Source: an optimization exercise on an open RTL-to-GDS flow (aim: small area, a short achievable clock period and few clock cycles). Production flows keep margins and buffers that such runs may drop.
Only simulation tests tie the RTL to the original design; equivalence was not proved.
Power is estimated from default activity; no workload was simulated.

== P ==
## radixconv
module radixconv (
    input  wire        clk,
    input  wire        rst,
    input  wire        host_valid,
    input  wire        host_we,
    input  wire        host_buf,
    input  wire [6:0]  host_addr,
    input  wire [15:0] host_wdata,
    output reg  [15:0] host_rdata
);
Size in the first run: ~6700 cells after synthesis, roughly 1300 flip-flops, ~44 I/O pins, ~72000 sq um of cells after synthesis.
export LEC_CHECK = 0
export CAP_MARGIN = 30
export CORE_MARGIN = 2
export CORE_UTILIZATION = 55
export CTS_BUF_LIST = sky130_fd_sc_hd__clkbuf_8
export SLEW_MARGIN = 30
create_clock -name core_clock -period 10.0 [get_ports {clk}]
standard.sh (not shown) runs the stock make flow with config.mk's settings and CLKGATE_MAP_FILE= SYNTH_SCRIPT=/design/flow/synth_recipe.tcl, a recipe that flattens the netlist after the stock synthesis.
==> flow/flow/run.sh <==
#!/bin/bash
# The standard layout (the standard.sh: ORFS synthesis to finish), with timing repair aimed at a
# setup margin of 5.5 ns and without gate cloning. The make output goes to flow.log; ORFS keeps each
# step's own log under orfs/logs/.
set -euo pipefail
bash standard.sh SETUP_SLACK_MARGIN=5.5 SKIP_GATE_CLONING=1 finish > flow.log 2>&1
Testbench counts of P, summed over its fixed seeds: cycles 30,387.
Input-level comparison between Q and P:
--- a/flow/design.v
+++ b/flow/design.v
@@ -36,20 +36,22 @@
     reg        skip;         
     reg [31:0] work;         
     reg [5:0]  wbits;        
     reg [7:0]  ins_left;     
     reg [6:0]  rp, wp;       
     reg [6:0]  wpn;          
     reg [31:0] cur, nxt;     
     reg [1:0]  prime;        
     reg        son;          
     reg [4:0]  pf;           
+    reg        done_r;       
+    reg        bad_r;        
     reg [4:0]  wi;           
     reg [4:0]  wq;           
     reg [6:0]  a_end;        
     reg        src_ok;       
     reg        dst_bad;      
     reg        ovl_bad;      
     reg [5:0]  c_t1, c_t2;   
     reg [5:0]  c_off;        
     reg        f_ge1, f_ge2;    
     reg        f_eqb, f_nz;     
@@ -1050,54 +1052,48 @@
                 if (wp1[1:0] == ej[1:0]) begin
                     eng_we[ej]   = we1;
                     eng_widx[ej] = wp1[6:2];
                     eng_wd[ej]   = o1;
                 end else begin
                     eng_we[ej]   = we0 & (wp[1:0] == ej[1:0]);
                     eng_widx[ej] = wp[6:2];
                     eng_wd[ej]   = d0;
                 end
             end
-            begin
+            if (bad_r) begin
+                eng_fault = 1'b1;
+                eng_code  = ERR_SYMBOL;
+            end else begin
                 case (state)
                     S_CHK: begin
                         if (width_bad) begin
                             eng_fault = 1'b1;
                             eng_code  = ERR_WIDTH;
                         end else if (!src_ok) begin
                             eng_fault = 1'b1;
                             eng_code  = ERR_BOUNDS;
                         end else if (n_zero) begin
                             eng_finish = 1'b1;
                             fin_len    = 11'd0;
                         end
                     end
                     S_CONV: begin
                         if (dst_bad) begin
                             eng_fault = 1'b1;
                             eng_code  = ERR_BOUNDS;
                         end else if (ovl_bad) begin
                             eng_fault = 1'b1;
                             eng_code  = ERR_OVERLAP;
-                        end else if (sym_bad) begin
-                            eng_fault = 1'b1;
-                            eng_code  = ERR_SYMBOL;
-                        end else if (c_done) begin
+                        end else if (done_r) begin
                             eng_finish = 1'b1;
                         end
                     end
-                    S_DIV: begin
-                        if (sym_bad) begin
-                            eng_fault = 1'b1;
-                            eng_code  = ERR_SYMBOL;
-                        end
-                    end
                     default: ;
                 endcase
             end
         end else begin
             if (state == S_CHK) begin
                 if (!src_ok) begin
                     eng_fault = 1'b1;
                     eng_code  = ERR_BOUNDS;
                 end else if (n_zero) begin
                     eng_finish = 1'b1;
@@ -1211,21 +1207,23 @@
             if (wr_srclen)  srclen  <= w;
             if (wr_dstaddr) dstaddr <= w;
             if (cmd_accept) begin
                 cmdl        <= w;
                 op_conv     <= (w[15:12] == 4'h1);
                 op_conv_any <= (w[15:12] == 4'h1) | (w[15:12] == 4'h2);
                 emit_part   <= (w[15:12] == 4'h1) | w[3];
                 state    <= S_CHK;
                 fwd      <= w_fwd;
                 fip      <= w_fip;
+                done_r   <= 1'b0;
                 son      <= 1'b0;
+                bad_r    <= 1'b0;
                 dst_bad  <= 1'b0;
                 ovl_bad  <= 1'b0;
             end
         end
         if (busy) begin
             if (state == S_CHK) begin
                 cur   <= rword;
                 prime <= 2'd1;
                 pf    <= fwd ? s_rp[6:2] + 5'd1 : s_rp[6:2] - 5'd1;
             end else if (op_conv_any) begin
@@ -1251,20 +1249,22 @@
                 wpn      <= wpn_nx;
                 f_ge1    <= n_ge1;
                 f_ge2    <= (wbits_nx >= c_b2);
                 f_eqb    <= (wbits_nx == c_b);
                 f_nz     <= n_nz;
                 f_fit1   <= (wbits_nx <= c_t1);
                 f_fit2   <= (wbits_nx <= c_t2);
                 f_idone  <= n_idone;
                 f_ige2   <= (ins_nx >= 8'd2);
                 if (k != 2'd0) skip <= 1'b0;
+                done_r   <= c_done;
+                bad_r    <= sym_bad;
             end
             case (state)
                 S_CHK: begin
                     skip     <= 1'b0;
                     rp       <= s_rp;
                     wp       <= srcaddr[6:0];
                     wpn      <= srcaddr[6:0] + 7'd1;
                     work     <= 32'd0;
                     wbits    <= 6'd0;
                     ins_left <= srclen[7:0];
### Flow results
P → Q: share of the clock period used by the worst path saw a decrease, sequential share of cell area saw a decrease.
Diff P -> Q: share of the yosys chip area belonging to registers increased by 1.1 points relative to the old numbers; share of final layout cell area taken by non-clock buffers went up; synthesized cell count went down by 7.0%.
Sort Q and P by largest driver fanout on the critical path, descending, and Q comes first.
Min power in the clock group across Q and P: P
Q vs P: via count down slightly
Q and P ended up with nearly the same clock-cell share of area.
Testbench counts of Q, summed over its fixed seeds: cycles 30,579.

afterwards: timing with drivers on the ports:
The flow's constraints put no driver on any port. The routed layouts listed below were extracted and timed again, unchanged, in two steps.
Step 1 assumes that a clkbuf_16 drives the clock port and a buf_2 every other input.
Step 2 adds t to the input delays and takes it off the output delays; t is the mean of the earliest and latest rising clock arrival at the registers after step 1. Input paths then give back, and output paths get back, about the clock's delay inside the block.
Slacks: ideal / step 1 / step 2; pairs: ideal / step 1.
run	t, ns	slack for setup (ns)	worst hold slack (ns)	slew at the worst register clock pin (ns)
P	1.046	4.742 / 4.742 / 4.015	0.460 / 0.460 / 0.460	0.07 / 0.07
Q	1.054	5.343 / 5.341 / 4.287	0.478 / 0.478 / 0.478	0.07 / 0.07
After both steps setup and hold are still met in every run listed. The setup slack of Q, which loses most, moves by -0.002 ns with the drivers and by -1.056 ns with both steps.
